This is an optimization exercise on Yosys and OpenROAD, whose aim is small area, a short achievable clock period and few clock cycles per item, not a production implementation.
Only the layout flow was run in this run; the RTL was not checked for function there.

## flow/design.v

```verilog
module swar_conv (
    input  wire         clk,
    input  wire         rst,
    input  wire         cmd_valid,
    output wire         cmd_ready,
    input  wire [31:0]  cmd,
    input  wire [63:0]  a,
    input  wire [63:0]  b,
    input  wire [7:0]   c,
    input  wire [167:0] sin,
    output reg          done,
    output reg          err,
    output wire [63:0]  res,
    output reg  [167:0] sout
);
    localparam [7:0] OP_HASZERO = 8'h01, OP_HASBYTE = 8'h02, OP_MEMCHR8 = 8'h03,
                     OP_TRIM8   = 8'h04,
                     OP_ATOU4   = 8'h10, OP_ATOU8   = 8'h11, OP_ATOU    = 8'h12,
                     OP_ATOI    = 8'h13, OP_HTOU8   = 8'h14, OP_HTOU    = 8'h15,
                     OP_UTOA2P  = 8'h20, OP_UTOAP   = 8'h21, OP_ITOA8   = 8'h22,
                     OP_ITOA    = 8'h23;
    integer i, k, t;
    wire [7:0] opc  = cmd[7:0];
    wire       in_p = cmd[8];
    wire       in_e = cmd[9];
    wire       in_r = cmd[10];
    wire       in_k = cmd[11];
    wire [4:0] in_n = cmd[20:16];
    reg known;
    always @* begin
        case (opc)
            OP_HASZERO, OP_HASBYTE, OP_MEMCHR8, OP_TRIM8,
            OP_ATOU4, OP_ATOU8, OP_ATOU, OP_ATOI, OP_HTOU8, OP_HTOU,
            OP_UTOA2P, OP_UTOAP, OP_ITOA8, OP_ITOA: known = 1'b1;
            default: known = 1'b0;
        endcase
    end
    wire legal = known
              && (cmd[15:12] == 4'd0) && (cmd[31:21] == 11'd0)
              && (!in_p || opc == OP_MEMCHR8 || opc == OP_TRIM8)
              && (!in_e || opc == OP_MEMCHR8 || opc == OP_TRIM8)
              && (!in_r || opc == OP_MEMCHR8)
              && !in_k
              && ((opc == OP_UTOAP) ? (in_n >= 5'd1 && in_n <= 5'd20)
                                    : (in_n == 5'd0));
    wire multi  = cmd[4] | (cmd[5] & (cmd[1] | cmd[0]));
    wire is_fmt = cmd[5];                
    wire is_hex = cmd[2];                
    reg        fbusy;    
    reg        rdy_q;    
    reg        nf_q;     
    reg        f_neg;    
    reg        cv;       
    reg        c_first, c_last, c_fmt, c_hex, c_neg;
    reg        fin;      
    reg        utoap_q;  
    reg  [4:0] n_q;
    reg  [4:0] shn_q;    
    reg        out_fmt;  
    reg        out_s;    
    reg  [4:0] ls_q;     
    wire blk    = fin || (cv && c_last && !c_fmt);
    assign cmd_ready = fbusy ? rdy_q : (!multi && !blk);
    wire accept = cmd_valid && cmd_ready;
    wire start  = !fbusy && cmd_valid && multi;
    reg [7:0]  zlane, mlane;
    reg [2:0]  first_pos, last_pos;
    reg [63:0] keep_mask;
    reg [63:0] word_res;
    reg [7:0]  d2;           
    always @* begin
        for (i = 0; i < 8; i = i + 1) begin
            zlane[i] = (a[8*i +: 8] == 8'h00);
            mlane[i] = (a[8*i +: 8] == c);
        end
        first_pos = 3'd0;
        for (i = 7; i >= 0; i = i - 1)
            if (mlane[i]) first_pos = i[2:0];
        last_pos = 3'd0;
        for (i = 0; i < 8; i = i + 1)
            if (mlane[i]) last_pos = i[2:0];
        keep_mask = 64'd0;
        for (i = 0; i < 8; i = i + 1)
            keep_mask[8*i +: 8] = (i == 0) ? {8{!mlane[0]}}
                                           : keep_mask[8*(i-1) +: 8] & {8{!mlane[i]}};
        case (opc)
            OP_HASZERO: word_res = {63'd0, |zlane};
            OP_HASBYTE: word_res = {63'd0, |mlane};
            OP_MEMCHR8:
                if (mlane == 8'd0) word_res = 64'h0000_0000_FFFF_FFFF;
                else               word_res = {61'd0, in_r ? last_pos : first_pos};
            OP_TRIM8:   word_res = a & keep_mask;
            default:    word_res = {48'd0, 4'h3, d2[3:0], 4'h3, d2[7:4]};    
        endcase
    end
    always @* begin
        case (a[6:0])
            7'd0: d2 = 8'h00;
            7'd1: d2 = 8'h01;
            7'd2: d2 = 8'h02;
            7'd3: d2 = 8'h03;
            7'd4: d2 = 8'h04;
            7'd5: d2 = 8'h05;
            7'd6: d2 = 8'h06;
            7'd7: d2 = 8'h07;
            7'd8: d2 = 8'h08;
            7'd9: d2 = 8'h09;
            7'd10: d2 = 8'h10;
            7'd11: d2 = 8'h11;
            7'd12: d2 = 8'h12;
            7'd13: d2 = 8'h13;
            7'd14: d2 = 8'h14;
            7'd15: d2 = 8'h15;
            7'd16: d2 = 8'h16;
            7'd17: d2 = 8'h17;
            7'd18: d2 = 8'h18;
            7'd19: d2 = 8'h19;
            7'd20: d2 = 8'h20;
            7'd21: d2 = 8'h21;
            7'd22: d2 = 8'h22;
            7'd23: d2 = 8'h23;
            7'd24: d2 = 8'h24;
            7'd25: d2 = 8'h25;
            7'd26: d2 = 8'h26;
            7'd27: d2 = 8'h27;
            7'd28: d2 = 8'h28;
            7'd29: d2 = 8'h29;
            7'd30: d2 = 8'h30;
            7'd31: d2 = 8'h31;
            7'd32: d2 = 8'h32;
            7'd33: d2 = 8'h33;
            7'd34: d2 = 8'h34;
            7'd35: d2 = 8'h35;
            7'd36: d2 = 8'h36;
            7'd37: d2 = 8'h37;
            7'd38: d2 = 8'h38;
            7'd39: d2 = 8'h39;
            7'd40: d2 = 8'h40;
            7'd41: d2 = 8'h41;
            7'd42: d2 = 8'h42;
            7'd43: d2 = 8'h43;
            7'd44: d2 = 8'h44;
            7'd45: d2 = 8'h45;
            7'd46: d2 = 8'h46;
            7'd47: d2 = 8'h47;
            7'd48: d2 = 8'h48;
            7'd49: d2 = 8'h49;
            7'd50: d2 = 8'h50;
            7'd51: d2 = 8'h51;
            7'd52: d2 = 8'h52;
            7'd53: d2 = 8'h53;
            7'd54: d2 = 8'h54;
            7'd55: d2 = 8'h55;
            7'd56: d2 = 8'h56;
            7'd57: d2 = 8'h57;
            7'd58: d2 = 8'h58;
            7'd59: d2 = 8'h59;
            7'd60: d2 = 8'h60;
            7'd61: d2 = 8'h61;
            7'd62: d2 = 8'h62;
            7'd63: d2 = 8'h63;
            7'd64: d2 = 8'h64;
            7'd65: d2 = 8'h65;
            7'd66: d2 = 8'h66;
            7'd67: d2 = 8'h67;
            7'd68: d2 = 8'h68;
            7'd69: d2 = 8'h69;
            7'd70: d2 = 8'h70;
            7'd71: d2 = 8'h71;
            7'd72: d2 = 8'h72;
            7'd73: d2 = 8'h73;
            7'd74: d2 = 8'h74;
            7'd75: d2 = 8'h75;
            7'd76: d2 = 8'h76;
            7'd77: d2 = 8'h77;
            7'd78: d2 = 8'h78;
            7'd79: d2 = 8'h79;
            7'd80: d2 = 8'h80;
            7'd81: d2 = 8'h81;
            7'd82: d2 = 8'h82;
            7'd83: d2 = 8'h83;
            7'd84: d2 = 8'h84;
            7'd85: d2 = 8'h85;
            7'd86: d2 = 8'h86;
            7'd87: d2 = 8'h87;
            7'd88: d2 = 8'h88;
            7'd89: d2 = 8'h89;
            7'd90: d2 = 8'h90;
            7'd91: d2 = 8'h91;
            7'd92: d2 = 8'h92;
            7'd93: d2 = 8'h93;
            7'd94: d2 = 8'h94;
            7'd95: d2 = 8'h95;
            7'd96: d2 = 8'h96;
            7'd97: d2 = 8'h97;
            7'd98: d2 = 8'h98;
            7'd99: d2 = 8'h99;
            7'd100: d2 = 8'ha0;
            7'd101: d2 = 8'ha1;
            7'd102: d2 = 8'ha2;
            7'd103: d2 = 8'ha3;
            7'd104: d2 = 8'ha4;
            7'd105: d2 = 8'ha5;
            7'd106: d2 = 8'ha6;
            7'd107: d2 = 8'ha7;
            7'd108: d2 = 8'ha8;
            7'd109: d2 = 8'ha9;
            7'd110: d2 = 8'hb0;
            7'd111: d2 = 8'hb1;
            7'd112: d2 = 8'hb2;
            7'd113: d2 = 8'hb3;
            7'd114: d2 = 8'hb4;
            7'd115: d2 = 8'hb5;
            7'd116: d2 = 8'hb6;
            7'd117: d2 = 8'hb7;
            7'd118: d2 = 8'hb8;
            7'd119: d2 = 8'hb9;
            7'd120: d2 = 8'hc0;
            7'd121: d2 = 8'hc1;
            7'd122: d2 = 8'hc2;
            7'd123: d2 = 8'hc3;
            7'd124: d2 = 8'hc4;
            7'd125: d2 = 8'hc5;
            7'd126: d2 = 8'hc6;
            7'd127: d2 = 8'hc7;
        endcase
    end
    wire [4:0] len   = b[4:0];
    wire       sgn   = (opc == OP_ATOI) && (len != 5'd0)
                    && (sin[7:0] == 8'h2B || sin[7:0] == 8'h2D);
    wire       nzero = (len == 5'd0) || ((len == 5'd1) && sgn);
    reg  [1:0] lmod3;
    reg  [2:0] rg0, rg1;         
    always @* begin
        lmod3 = len % 3;
        rg0   = (len == 5'd0) ? 3'd0 : (len - 5'd1) / 3;
        rg1   = (len <= 5'd1) ? 3'd0 : (len - 5'd2) / 3;
    end
    wire [2:0] rgrp  = sgn ? rg1 : rg0;
    wire [1:0] r0    = (lmod3 == 2'd0) ? 2'd2 :
                       (lmod3 == 2'd1) ? (sgn ? 2'd3 : 2'd0) : 2'd1;
    function [3:0] dval;             
        input [7:0] ch;
        dval = ch[3:0] + (ch[6] ? 4'd9 : 4'd0);
    endfunction
    wire [3:0] s0 = dval(sin[7:0]),   s1 = dval(sin[15:8]);
    wire [3:0] s2 = dval(sin[23:16]), s3 = dval(sin[31:24]);
    reg  [3:0] hi0, mid0, lo0;
    always @* begin
        case (r0)
            2'd0: begin lo0 = s0; mid0 = 4'd0;             hi0 = 4'd0; end
            2'd1: begin lo0 = s1; mid0 = sgn ? 4'd0 : s0; hi0 = 4'd0; end
            2'd2: begin lo0 = s2; mid0 = s1;               hi0 = sgn ? 4'd0 : s0; end
            default: begin lo0 = s3; mid0 = s2;            hi0 = s1; end
        endcase
        if (nzero) begin lo0 = 4'd0; mid0 = 4'd0; hi0 = 4'd0; end
    end
    reg  [6:0] i0_q, i1_q, i2_q;     
    reg  [1:0] rot_q;                
    reg  [2:0] rem_q;                
    reg  [7:0] m0, m1, m2;
    always @* begin
        m0 = 8'd0; m1 = 8'd0; m2 = 8'd0;
        for (i = 0; i < 7; i = i + 1) begin
            m0 = m0 | ({8{i0_q[i]}} & sin[24*i +: 8]);
            m1 = m1 | ({8{i1_q[i]}} & sin[24*i + 8 +: 8]);
            m2 = m2 | ({8{i2_q[i]}} & sin[24*i + 16 +: 8]);
        end
    end
    wire [3:0] v0 = dval(m0), v1 = dval(m1), v2 = dval(m2);
    wire [11:0] pnext = (rot_q == 2'd2) ? {v0, v1, v2} :
                        (rot_q == 2'd0) ? {v1, v2, v0} : {v2, v0, v1};
    wire [11:0] pfetch = fbusy ? pnext : {hi0, mid0, lo0};
    wire        plast  = fbusy ? (rem_q == 3'd1) : (rgrp == 3'd0);
    wire       fneg = cmd[1] && b[63];       
    reg  [7:0] bz, bf, cy, tnz, top;
    reg  [7:0] ftop, fsel;
    reg        cytop, cysel;
    always @* begin
        for (i = 0; i < 8; i = i + 1) begin
            bz[i] = (b[8*i +: 8] == 8'h00);
            bf[i] = (b[8*i +: 8] == 8'hFF);
        end
        cy[0] = 1'b1;
        for (i = 1; i < 8; i = i + 1)
            cy[i] = cy[i-1] & bz[i-1];
        for (i = 0; i < 8; i = i + 1)
            tnz[i] = fneg ? !bf[i] : !bz[i];
        for (i = 0; i < 8; i = i + 1)
            top[i] = (i == 0 || tnz[i]) && ((tnz >> (i + 1)) == 8'd0);
        ftop = 8'd0; cytop = 1'b0;
        fsel = 8'd0; cysel = 1'b0;
        for (i = 0; i < 8; i = i + 1) begin
            ftop  = ftop  | ({8{top[i]}} & b[8*i +: 8]);
            cytop = cytop | (top[i] & cy[i]);
            fsel  = fsel  | ({8{fi_q[i]}} & b[8*i +: 8]);
            cysel = cysel | (fi_q[i] & cy[i]);
        end
    end
    reg  [7:0] fi_q;     
    wire [7:0] ffetch = (fbusy ? fsel : ftop) ^ {8{neg_sel}};
    wire       neg_sel = fbusy ? f_neg : fneg;
    wire       fcy    = neg_sel & (fbusy ? cysel : cytop);
    wire       fovf   = fcy & (fbusy ? 1'b0 : (ftop == 8'h00));    
    wire       flast  = fbusy ? fi_q[0] : top[0];
    reg  [11:0] fb;      
    reg         fb_cy;   
    reg         fb_ovf;  
    reg  [63:0] acc;     
    reg  [79:0] bcd;     
    wire [63:0] ain = c_first ? {64{c_neg}} : acc;
    reg  [9:0]  qhm;
    always @* begin
        case ({c_neg, fb[11:4]})
            9'd0: qhm = 10'd32;
            9'd1: qhm = 10'd42;
            9'd2: qhm = 10'd52;
            9'd3: qhm = 10'd62;
            9'd4: qhm = 10'd72;
            9'd5: qhm = 10'd82;
            9'd6: qhm = 10'd92;
            9'd7: qhm = 10'd102;
            9'd8: qhm = 10'd112;
            9'd9: qhm = 10'd122;
            9'd10: qhm = 10'd132;
            9'd11: qhm = 10'd142;
            9'd12: qhm = 10'd152;
            9'd13: qhm = 10'd162;
            9'd14: qhm = 10'd172;
            9'd15: qhm = 10'd182;
            9'd16: qhm = 10'd132;
            9'd17: qhm = 10'd142;
            9'd18: qhm = 10'd152;
            9'd19: qhm = 10'd162;
            9'd20: qhm = 10'd172;
            9'd21: qhm = 10'd182;
            9'd22: qhm = 10'd192;
            9'd23: qhm = 10'd202;
            9'd24: qhm = 10'd212;
            9'd25: qhm = 10'd222;
            9'd26: qhm = 10'd232;
            9'd27: qhm = 10'd242;
            9'd28: qhm = 10'd252;
            9'd29: qhm = 10'd262;
            9'd30: qhm = 10'd272;
            9'd31: qhm = 10'd282;
            9'd32: qhm = 10'd232;
            9'd33: qhm = 10'd242;
            9'd34: qhm = 10'd252;
            9'd35: qhm = 10'd262;
            9'd36: qhm = 10'd272;
            9'd37: qhm = 10'd282;
            9'd38: qhm = 10'd292;
            9'd39: qhm = 10'd302;
            9'd40: qhm = 10'd312;
            9'd41: qhm = 10'd322;
            9'd42: qhm = 10'd332;
            9'd43: qhm = 10'd342;
            9'd44: qhm = 10'd352;
            9'd45: qhm = 10'd362;
            9'd46: qhm = 10'd372;
            9'd47: qhm = 10'd382;
            9'd48: qhm = 10'd332;
            9'd49: qhm = 10'd342;
            9'd50: qhm = 10'd352;
            9'd51: qhm = 10'd362;
            9'd52: qhm = 10'd372;
            9'd53: qhm = 10'd382;
            9'd54: qhm = 10'd392;
            9'd55: qhm = 10'd402;
            9'd56: qhm = 10'd412;
            9'd57: qhm = 10'd422;
            9'd58: qhm = 10'd432;
            9'd59: qhm = 10'd442;
            9'd60: qhm = 10'd452;
            9'd61: qhm = 10'd462;
            9'd62: qhm = 10'd472;
            9'd63: qhm = 10'd482;
            9'd64: qhm = 10'd432;
            9'd65: qhm = 10'd442;
            9'd66: qhm = 10'd452;
            9'd67: qhm = 10'd462;
            9'd68: qhm = 10'd472;
            9'd69: qhm = 10'd482;
            9'd70: qhm = 10'd492;
            9'd71: qhm = 10'd502;
            9'd72: qhm = 10'd512;
            9'd73: qhm = 10'd522;
            9'd74: qhm = 10'd532;
            9'd75: qhm = 10'd542;
            9'd76: qhm = 10'd552;
            9'd77: qhm = 10'd562;
            9'd78: qhm = 10'd572;
            9'd79: qhm = 10'd582;
            9'd80: qhm = 10'd532;
            9'd81: qhm = 10'd542;
            9'd82: qhm = 10'd552;
            9'd83: qhm = 10'd562;
            9'd84: qhm = 10'd572;
            9'd85: qhm = 10'd582;
            9'd86: qhm = 10'd592;
            9'd87: qhm = 10'd602;
            9'd88: qhm = 10'd612;
            9'd89: qhm = 10'd622;
            9'd90: qhm = 10'd632;
            9'd91: qhm = 10'd642;
            9'd92: qhm = 10'd652;
            9'd93: qhm = 10'd662;
            9'd94: qhm = 10'd672;
            9'd95: qhm = 10'd682;
            9'd96: qhm = 10'd632;
            9'd97: qhm = 10'd642;
            9'd98: qhm = 10'd652;
            9'd99: qhm = 10'd662;
            9'd100: qhm = 10'd672;
            9'd101: qhm = 10'd682;
            9'd102: qhm = 10'd692;
            9'd103: qhm = 10'd702;
            9'd104: qhm = 10'd712;
            9'd105: qhm = 10'd722;
            9'd106: qhm = 10'd732;
            9'd107: qhm = 10'd742;
            9'd108: qhm = 10'd752;
            9'd109: qhm = 10'd762;
            9'd110: qhm = 10'd772;
            9'd111: qhm = 10'd782;
            9'd112: qhm = 10'd732;
            9'd113: qhm = 10'd742;
            9'd114: qhm = 10'd752;
            9'd115: qhm = 10'd762;
            9'd116: qhm = 10'd772;
            9'd117: qhm = 10'd782;
            9'd118: qhm = 10'd792;
            9'd119: qhm = 10'd802;
            9'd120: qhm = 10'd812;
            9'd121: qhm = 10'd822;
            9'd122: qhm = 10'd832;
            9'd123: qhm = 10'd842;
            9'd124: qhm = 10'd852;
            9'd125: qhm = 10'd862;
            9'd126: qhm = 10'd872;
            9'd127: qhm = 10'd882;
            9'd128: qhm = 10'd832;
            9'd129: qhm = 10'd842;
            9'd130: qhm = 10'd852;
            9'd131: qhm = 10'd862;
            9'd132: qhm = 10'd872;
            9'd133: qhm = 10'd882;
            9'd134: qhm = 10'd892;
            9'd135: qhm = 10'd902;
            9'd136: qhm = 10'd912;
            9'd137: qhm = 10'd922;
            9'd138: qhm = 10'd932;
            9'd139: qhm = 10'd942;
            9'd140: qhm = 10'd952;
            9'd141: qhm = 10'd962;
            9'd142: qhm = 10'd972;
            9'd143: qhm = 10'd982;
            9'd144: qhm = 10'd932;
            9'd145: qhm = 10'd942;
            9'd146: qhm = 10'd952;
            9'd147: qhm = 10'd962;
            9'd148: qhm = 10'd972;
            9'd149: qhm = 10'd982;
            9'd150: qhm = 10'd992;
            9'd151: qhm = 10'd1002;
            9'd152: qhm = 10'd1012;
            9'd153: qhm = 10'd1022;
            9'd154: qhm = 10'd8;
            9'd155: qhm = 10'd18;
            9'd156: qhm = 10'd28;
            9'd157: qhm = 10'd38;
            9'd158: qhm = 10'd48;
            9'd159: qhm = 10'd58;
            9'd160: qhm = 10'd8;
            9'd161: qhm = 10'd18;
            9'd162: qhm = 10'd28;
            9'd163: qhm = 10'd38;
            9'd164: qhm = 10'd48;
            9'd165: qhm = 10'd58;
            9'd166: qhm = 10'd68;
            9'd167: qhm = 10'd78;
            9'd168: qhm = 10'd88;
            9'd169: qhm = 10'd98;
            9'd170: qhm = 10'd108;
            9'd171: qhm = 10'd118;
            9'd172: qhm = 10'd128;
            9'd173: qhm = 10'd138;
            9'd174: qhm = 10'd148;
            9'd175: qhm = 10'd158;
            9'd176: qhm = 10'd108;
            9'd177: qhm = 10'd118;
            9'd178: qhm = 10'd128;
            9'd179: qhm = 10'd138;
            9'd180: qhm = 10'd148;
            9'd181: qhm = 10'd158;
            9'd182: qhm = 10'd168;
            9'd183: qhm = 10'd178;
            9'd184: qhm = 10'd188;
            9'd185: qhm = 10'd198;
            9'd186: qhm = 10'd208;
            9'd187: qhm = 10'd218;
            9'd188: qhm = 10'd228;
            9'd189: qhm = 10'd238;
            9'd190: qhm = 10'd248;
            9'd191: qhm = 10'd258;
            9'd192: qhm = 10'd208;
            9'd193: qhm = 10'd218;
            9'd194: qhm = 10'd228;
            9'd195: qhm = 10'd238;
            9'd196: qhm = 10'd248;
            9'd197: qhm = 10'd258;
            9'd198: qhm = 10'd268;
            9'd199: qhm = 10'd278;
            9'd200: qhm = 10'd288;
            9'd201: qhm = 10'd298;
            9'd202: qhm = 10'd308;
            9'd203: qhm = 10'd318;
            9'd204: qhm = 10'd328;
            9'd205: qhm = 10'd338;
            9'd206: qhm = 10'd348;
            9'd207: qhm = 10'd358;
            9'd208: qhm = 10'd308;
            9'd209: qhm = 10'd318;
            9'd210: qhm = 10'd328;
            9'd211: qhm = 10'd338;
            9'd212: qhm = 10'd348;
            9'd213: qhm = 10'd358;
            9'd214: qhm = 10'd368;
            9'd215: qhm = 10'd378;
            9'd216: qhm = 10'd388;
            9'd217: qhm = 10'd398;
            9'd218: qhm = 10'd408;
            9'd219: qhm = 10'd418;
            9'd220: qhm = 10'd428;
            9'd221: qhm = 10'd438;
            9'd222: qhm = 10'd448;
            9'd223: qhm = 10'd458;
            9'd224: qhm = 10'd408;
            9'd225: qhm = 10'd418;
            9'd226: qhm = 10'd428;
            9'd227: qhm = 10'd438;
            9'd228: qhm = 10'd448;
            9'd229: qhm = 10'd458;
            9'd230: qhm = 10'd468;
            9'd231: qhm = 10'd478;
            9'd232: qhm = 10'd488;
            9'd233: qhm = 10'd498;
            9'd234: qhm = 10'd508;
            9'd235: qhm = 10'd518;
            9'd236: qhm = 10'd528;
            9'd237: qhm = 10'd538;
            9'd238: qhm = 10'd548;
            9'd239: qhm = 10'd558;
            9'd240: qhm = 10'd508;
            9'd241: qhm = 10'd518;
            9'd242: qhm = 10'd528;
            9'd243: qhm = 10'd538;
            9'd244: qhm = 10'd548;
            9'd245: qhm = 10'd558;
            9'd246: qhm = 10'd568;
            9'd247: qhm = 10'd578;
            9'd248: qhm = 10'd588;
            9'd249: qhm = 10'd598;
            9'd250: qhm = 10'd608;
            9'd251: qhm = 10'd618;
            9'd252: qhm = 10'd628;
            9'd253: qhm = 10'd638;
            9'd254: qhm = 10'd648;
            9'd255: qhm = 10'd658;
            9'd256: qhm = 10'd1022;
            9'd257: qhm = 10'd1012;
            9'd258: qhm = 10'd1002;
            9'd259: qhm = 10'd992;
            9'd260: qhm = 10'd982;
            9'd261: qhm = 10'd972;
            9'd262: qhm = 10'd962;
            9'd263: qhm = 10'd952;
            9'd264: qhm = 10'd942;
            9'd265: qhm = 10'd932;
            9'd266: qhm = 10'd58;
            9'd267: qhm = 10'd48;
            9'd268: qhm = 10'd38;
            9'd269: qhm = 10'd28;
            9'd270: qhm = 10'd18;
            9'd271: qhm = 10'd8;
            9'd272: qhm = 10'd922;
            9'd273: qhm = 10'd912;
            9'd274: qhm = 10'd902;
            9'd275: qhm = 10'd892;
            9'd276: qhm = 10'd882;
            9'd277: qhm = 10'd872;
            9'd278: qhm = 10'd862;
            9'd279: qhm = 10'd852;
            9'd280: qhm = 10'd842;
            9'd281: qhm = 10'd832;
            9'd282: qhm = 10'd982;
            9'd283: qhm = 10'd972;
            9'd284: qhm = 10'd962;
            9'd285: qhm = 10'd952;
            9'd286: qhm = 10'd942;
            9'd287: qhm = 10'd932;
            9'd288: qhm = 10'd822;
            9'd289: qhm = 10'd812;
            9'd290: qhm = 10'd802;
            9'd291: qhm = 10'd792;
            9'd292: qhm = 10'd782;
            9'd293: qhm = 10'd772;
            9'd294: qhm = 10'd762;
            9'd295: qhm = 10'd752;
            9'd296: qhm = 10'd742;
            9'd297: qhm = 10'd732;
            9'd298: qhm = 10'd882;
            9'd299: qhm = 10'd872;
            9'd300: qhm = 10'd862;
            9'd301: qhm = 10'd852;
            9'd302: qhm = 10'd842;
            9'd303: qhm = 10'd832;
            9'd304: qhm = 10'd722;
            9'd305: qhm = 10'd712;
            9'd306: qhm = 10'd702;
            9'd307: qhm = 10'd692;
            9'd308: qhm = 10'd682;
            9'd309: qhm = 10'd672;
            9'd310: qhm = 10'd662;
            9'd311: qhm = 10'd652;
            9'd312: qhm = 10'd642;
            9'd313: qhm = 10'd632;
            9'd314: qhm = 10'd782;
            9'd315: qhm = 10'd772;
            9'd316: qhm = 10'd762;
            9'd317: qhm = 10'd752;
            9'd318: qhm = 10'd742;
            9'd319: qhm = 10'd732;
            9'd320: qhm = 10'd622;
            9'd321: qhm = 10'd612;
            9'd322: qhm = 10'd602;
            9'd323: qhm = 10'd592;
            9'd324: qhm = 10'd582;
            9'd325: qhm = 10'd572;
            9'd326: qhm = 10'd562;
            9'd327: qhm = 10'd552;
            9'd328: qhm = 10'd542;
            9'd329: qhm = 10'd532;
            9'd330: qhm = 10'd682;
            9'd331: qhm = 10'd672;
            9'd332: qhm = 10'd662;
            9'd333: qhm = 10'd652;
            9'd334: qhm = 10'd642;
            9'd335: qhm = 10'd632;
            9'd336: qhm = 10'd522;
            9'd337: qhm = 10'd512;
            9'd338: qhm = 10'd502;
            9'd339: qhm = 10'd492;
            9'd340: qhm = 10'd482;
            9'd341: qhm = 10'd472;
            9'd342: qhm = 10'd462;
            9'd343: qhm = 10'd452;
            9'd344: qhm = 10'd442;
            9'd345: qhm = 10'd432;
            9'd346: qhm = 10'd582;
            9'd347: qhm = 10'd572;
            9'd348: qhm = 10'd562;
            9'd349: qhm = 10'd552;
            9'd350: qhm = 10'd542;
            9'd351: qhm = 10'd532;
            9'd352: qhm = 10'd422;
            9'd353: qhm = 10'd412;
            9'd354: qhm = 10'd402;
            9'd355: qhm = 10'd392;
            9'd356: qhm = 10'd382;
            9'd357: qhm = 10'd372;
            9'd358: qhm = 10'd362;
            9'd359: qhm = 10'd352;
            9'd360: qhm = 10'd342;
            9'd361: qhm = 10'd332;
            9'd362: qhm = 10'd482;
            9'd363: qhm = 10'd472;
            9'd364: qhm = 10'd462;
            9'd365: qhm = 10'd452;
            9'd366: qhm = 10'd442;
            9'd367: qhm = 10'd432;
            9'd368: qhm = 10'd322;
            9'd369: qhm = 10'd312;
            9'd370: qhm = 10'd302;
            9'd371: qhm = 10'd292;
            9'd372: qhm = 10'd282;
            9'd373: qhm = 10'd272;
            9'd374: qhm = 10'd262;
            9'd375: qhm = 10'd252;
            9'd376: qhm = 10'd242;
            9'd377: qhm = 10'd232;
            9'd378: qhm = 10'd382;
            9'd379: qhm = 10'd372;
            9'd380: qhm = 10'd362;
            9'd381: qhm = 10'd352;
            9'd382: qhm = 10'd342;
            9'd383: qhm = 10'd332;
            9'd384: qhm = 10'd222;
            9'd385: qhm = 10'd212;
            9'd386: qhm = 10'd202;
            9'd387: qhm = 10'd192;
            9'd388: qhm = 10'd182;
            9'd389: qhm = 10'd172;
            9'd390: qhm = 10'd162;
            9'd391: qhm = 10'd152;
            9'd392: qhm = 10'd142;
            9'd393: qhm = 10'd132;
            9'd394: qhm = 10'd282;
            9'd395: qhm = 10'd272;
            9'd396: qhm = 10'd262;
            9'd397: qhm = 10'd252;
            9'd398: qhm = 10'd242;
            9'd399: qhm = 10'd232;
            9'd400: qhm = 10'd122;
            9'd401: qhm = 10'd112;
            9'd402: qhm = 10'd102;
            9'd403: qhm = 10'd92;
            9'd404: qhm = 10'd82;
            9'd405: qhm = 10'd72;
            9'd406: qhm = 10'd62;
            9'd407: qhm = 10'd52;
            9'd408: qhm = 10'd42;
            9'd409: qhm = 10'd32;
            9'd410: qhm = 10'd182;
            9'd411: qhm = 10'd172;
            9'd412: qhm = 10'd162;
            9'd413: qhm = 10'd152;
            9'd414: qhm = 10'd142;
            9'd415: qhm = 10'd132;
            9'd416: qhm = 10'd598;
            9'd417: qhm = 10'd588;
            9'd418: qhm = 10'd578;
            9'd419: qhm = 10'd568;
            9'd420: qhm = 10'd558;
            9'd421: qhm = 10'd548;
            9'd422: qhm = 10'd538;
            9'd423: qhm = 10'd528;
            9'd424: qhm = 10'd518;
            9'd425: qhm = 10'd508;
            9'd426: qhm = 10'd658;
            9'd427: qhm = 10'd648;
            9'd428: qhm = 10'd638;
            9'd429: qhm = 10'd628;
            9'd430: qhm = 10'd618;
            9'd431: qhm = 10'd608;
            9'd432: qhm = 10'd498;
            9'd433: qhm = 10'd488;
            9'd434: qhm = 10'd478;
            9'd435: qhm = 10'd468;
            9'd436: qhm = 10'd458;
            9'd437: qhm = 10'd448;
            9'd438: qhm = 10'd438;
            9'd439: qhm = 10'd428;
            9'd440: qhm = 10'd418;
            9'd441: qhm = 10'd408;
            9'd442: qhm = 10'd558;
            9'd443: qhm = 10'd548;
            9'd444: qhm = 10'd538;
            9'd445: qhm = 10'd528;
            9'd446: qhm = 10'd518;
            9'd447: qhm = 10'd508;
            9'd448: qhm = 10'd398;
            9'd449: qhm = 10'd388;
            9'd450: qhm = 10'd378;
            9'd451: qhm = 10'd368;
            9'd452: qhm = 10'd358;
            9'd453: qhm = 10'd348;
            9'd454: qhm = 10'd338;
            9'd455: qhm = 10'd328;
            9'd456: qhm = 10'd318;
            9'd457: qhm = 10'd308;
            9'd458: qhm = 10'd458;
            9'd459: qhm = 10'd448;
            9'd460: qhm = 10'd438;
            9'd461: qhm = 10'd428;
            9'd462: qhm = 10'd418;
            9'd463: qhm = 10'd408;
            9'd464: qhm = 10'd298;
            9'd465: qhm = 10'd288;
            9'd466: qhm = 10'd278;
            9'd467: qhm = 10'd268;
            9'd468: qhm = 10'd258;
            9'd469: qhm = 10'd248;
            9'd470: qhm = 10'd238;
            9'd471: qhm = 10'd228;
            9'd472: qhm = 10'd218;
            9'd473: qhm = 10'd208;
            9'd474: qhm = 10'd358;
            9'd475: qhm = 10'd348;
            9'd476: qhm = 10'd338;
            9'd477: qhm = 10'd328;
            9'd478: qhm = 10'd318;
            9'd479: qhm = 10'd308;
            9'd480: qhm = 10'd198;
            9'd481: qhm = 10'd188;
            9'd482: qhm = 10'd178;
            9'd483: qhm = 10'd168;
            9'd484: qhm = 10'd158;
            9'd485: qhm = 10'd148;
            9'd486: qhm = 10'd138;
            9'd487: qhm = 10'd128;
            9'd488: qhm = 10'd118;
            9'd489: qhm = 10'd108;
            9'd490: qhm = 10'd258;
            9'd491: qhm = 10'd248;
            9'd492: qhm = 10'd238;
            9'd493: qhm = 10'd228;
            9'd494: qhm = 10'd218;
            9'd495: qhm = 10'd208;
            9'd496: qhm = 10'd98;
            9'd497: qhm = 10'd88;
            9'd498: qhm = 10'd78;
            9'd499: qhm = 10'd68;
            9'd500: qhm = 10'd58;
            9'd501: qhm = 10'd48;
            9'd502: qhm = 10'd38;
            9'd503: qhm = 10'd28;
            9'd504: qhm = 10'd18;
            9'd505: qhm = 10'd8;
            9'd506: qhm = 10'd158;
            9'd507: qhm = 10'd148;
            9'd508: qhm = 10'd138;
            9'd509: qhm = 10'd128;
            9'd510: qhm = 10'd118;
            9'd511: qhm = 10'd108;
        endcase
    end
    wire [3:0]  ql = c_neg ? 4'd9 - fb[3:0] : fb[3:0];
    wire [63:0] t1 = {ain[53:0], qhm};
    wire [63:0] t2 = {~ain[58:0], 1'b0, ql};
    wire [63:0] t3 = {ain[60:0], 2'b00, c_neg & c_last};
    wire [63:0] cs = t1 ^ t2 ^ t3;
    wire [63:0] cc = {((t1[62:0] & t2[62:0]) | (t1[62:0] & t3[62:0]) | (t2[62:0] & t3[62:0])), 1'b0};
    wire [11:0] dlo = {1'b0, cs[10:0]} + {1'b0, cc[10:0]};
    wire [52:0] dhi;
    lc_add53 u_add (.x(cs[63:11]), .y(cc[63:11]), .ci(dlo[11]), .s(dhi));
    wire [63:0] dsum = {dhi, dlo[10:0]};
    wire [63:0] hsum = {ain[51:0], fb};
    function [4:0] dstep;
        input [3:0] d;
        input       cin;
        begin
            dstep[4] = d[3] | (d[2] & (d[1] | d[0]));
            dstep[3] = (d[2] & ~d[1] & ~d[0]) | (d[3] & d[0]);
            dstep[2] = (d[1] & ~d[2]) | (d[1] & d[0]) | (d[3] & ~d[0]);
            dstep[1] = (d[0] & ~d[2] & ~d[3]) | (d[2] & d[1] & ~d[0]) | (d[3] & ~d[0]);
            dstep[0] = cin;
        end
    endfunction
    wire [7:0] fbyte = fb[7:0] + {7'd0, fb_cy};
    reg [79:0] dd;
    reg        dcy;
    reg [4:0]  dso;
    always @* begin
        dd = c_first ? {79'd0, fb_ovf} : bcd;
        for (t = 7; t >= 0; t = t - 1) begin
            dcy = fbyte[t];
            for (k = 0; k < 20; k = k + 1) begin
                dso = dstep(dd[4*k +: 4], dcy);
                dd[4*k +: 4] = dso[3:0];
                dcy = dso[4];
            end
        end
    end
    reg  [4:0] hd;           
    reg  [4:0] lz;           
    always @* begin
        hd = 5'd0;
        lz = 5'd19;
        for (k = 1; k < 20; k = k + 1)
            if (bcd[4*k +: 4] != 4'd0) begin
                hd = k[4:0];
                lz = 5'd19 - k[4:0];
            end
    end
    wire [4:0]  ls  = utoap_q ? n_q : (hd + 5'd1 + {4'd0, c_neg});
    wire [4:0]  sh  = utoap_q ? shn_q : lz;
    reg  [79:0] rev;
    always @* begin
        for (k = 0; k < 20; k = k + 1)
            rev[4*k +: 4] = bcd[4*(19-k) +: 4];
    end
    wire [79:0] aligned = rev >> {sh, 2'b00};
    always @(posedge clk) begin
        done <= fin;
        fin  <= 1'b0;
        if (rst) begin
            fbusy <= 1'b0;
            rdy_q <= 1'b0;
            nf_q  <= 1'b0;
            cv    <= 1'b0;
            done  <= 1'b0;
        end else begin
            if (accept) begin
                err <= !legal;
                if (!fbusy) begin                
                    done    <= 1'b1;
                    acc     <= word_res;
                    out_fmt <= 1'b0;
                end
                fbusy <= 1'b0;
                rdy_q <= 1'b0;
                nf_q  <= 1'b0;
            end
            if (cv) begin
                if (c_fmt)      bcd <= dd;
                else if (c_hex) acc <= hsum;
                else            acc <= dsum;
                if (c_last) begin
                    if (c_fmt) fin <= 1'b1;
                    else begin
                        done    <= 1'b1;
                        out_fmt <= 1'b0;
                    end
                end
            end
            if (fin) begin
                bcd     <= aligned;
                ls_q    <= ls;
                out_s   <= c_neg;
                out_fmt <= 1'b1;
            end
            cv <= 1'b0;
            if (start) begin
                fbusy   <= 1'b1;
                cv      <= 1'b1;
                c_first <= 1'b1;
                c_fmt   <= is_fmt && legal;
                c_hex   <= is_hex;
                c_neg   <= is_fmt ? fneg : (sgn && sin[2]);
                f_neg   <= fneg;
                utoap_q <= !cmd[1];
                n_q     <= in_n;
                shn_q   <= 5'd20 - in_n;
                fb      <= is_fmt ? {4'd0, ffetch} : pfetch;
                fb_cy   <= fcy;
                fb_ovf  <= fovf;
                fi_q    <= top >> 1;
                i0_q    <= (r0 == 2'd3) ? 7'd4 : 7'd2;
                i1_q    <= (r0 == 2'd0) ? 7'd1 : 7'd2;
                i2_q    <= (r0 <= 2'd1) ? 7'd1 : 7'd2;
                rot_q   <= (r0 == 2'd3) ? 2'd0 : r0;
                rem_q   <= rgrp;
                if (!legal) begin
                    c_last <= 1'b1;
                    c_fmt  <= 1'b0;
                    rdy_q  <= 1'b1;
                    nf_q   <= 1'b1;
                end else if (is_fmt) begin
                    c_last <= flast;
                    rdy_q  <= flast;
                    nf_q   <= flast;
                end else begin
                    c_last <= plast;
                    rdy_q  <= (rgrp <= 3'd1);
                    nf_q   <= plast;
                end
            end else if (fbusy && !nf_q) begin
                cv      <= 1'b1;
                c_first <= 1'b0;
                fb      <= c_fmt ? {4'd0, ffetch} : pfetch;
                fb_cy   <= fcy;
                fb_ovf  <= 1'b0;
                fi_q    <= fi_q >> 1;
                i0_q    <= i0_q << 1;
                i1_q    <= i1_q << 1;
                i2_q    <= i2_q << 1;
                rem_q   <= rem_q - 3'd1;
                if (c_fmt) begin
                    c_last <= flast;
                    rdy_q  <= flast;
                    nf_q   <= flast;
                end else begin
                    c_last <= plast;
                    rdy_q  <= (rem_q == 3'd2);
                end
            end
        end
    end
    always @* begin
        sout[7:0] = out_s ? 8'h2D : {4'h3, bcd[3:0]};
        for (k = 1; k < 21; k = k + 1)
            sout[8*k +: 8] = {2'b00, {2{k < ls_q}},
                              out_s ? bcd[4*(k-1) +: 4] : (k < 20 ? bcd[4*k +: 4] : 4'h0)};
    end
    assign res = out_fmt ? {59'd0, ls_q} : acc;
endmodule
module lc_add53 (
    input  wire [52:0] x,
    input  wire [52:0] y,
    input  wire        ci,
    output wire [52:0] s
);
    reg [52:0] g, p;
    integer l, i, j;
    always @* begin
        g = x & y;
        p = x ^ y;
        for (l = 0; l < 6; l = l + 1)
            for (i = 0; i < 53; i = i + 1)
                if ((i >> l) & 1) begin
                    j = ((i >> l) << l) - 1;
                    g[i] = g[i] | (p[i] & g[j]);
                    p[i] = p[i] & p[j];
                end
    end
    wire [52:0] cin = {g[51:0] | (p[51:0] & {52{ci}}), ci};
    assign s = (x ^ y) ^ cin;
endmodule
```

## flow/run.sh

```bash
#!/bin/bash
# synth_recipe.tcl (not shown) runs the flow's synth.tcl, then flattens the netlist and writes it again
# the make line also repeats each setting of config.mk as NAME=value (left out here)
make -C /OpenROAD-flow-scripts/flow DESIGN_CONFIG=/design/flow/config.mk WORK_HOME=/design/flow/orfs CLKGATE_MAP_FILE= SYNTH_SCRIPT=/design/flow/synth_recipe.tcl finish
```

## flow/config.mk

```make
export PLATFORM = sky130hd
export DESIGN_NAME = swar_conv
export DESIGN_NICKNAME = swar_conv
export VERILOG_FILES = /design/flow/design.v
export SDC_FILE = /design/flow/constraint.sdc
export NUM_CORES = 4
export LEC_CHECK = 0
export ABC_AREA = 1
export CAP_MARGIN = 20
export CORE_MARGIN = 2
export CORE_UTILIZATION = 40
export SETUP_SLACK_MARGIN = 3.5
export SLEW_MARGIN = 20
```

## flow/constraint.sdc

```tcl
create_clock -name core_clock -period 8.0 [get_ports {clk}]
set_input_delay 1.6000 -clock core_clock [delete_from_list [all_inputs] [get_ports {clk}]]
set_output_delay 1.6000 -clock core_clock [all_outputs]
set_load 0.01 [all_outputs]
```

==> impl_results.md <==
- Status: did not finish
- Stop stage: synthesis
- Tool error: ERROR: TCL interpreter returned an error: Source files actually used in the design:
- Yosys Warn Count: 2
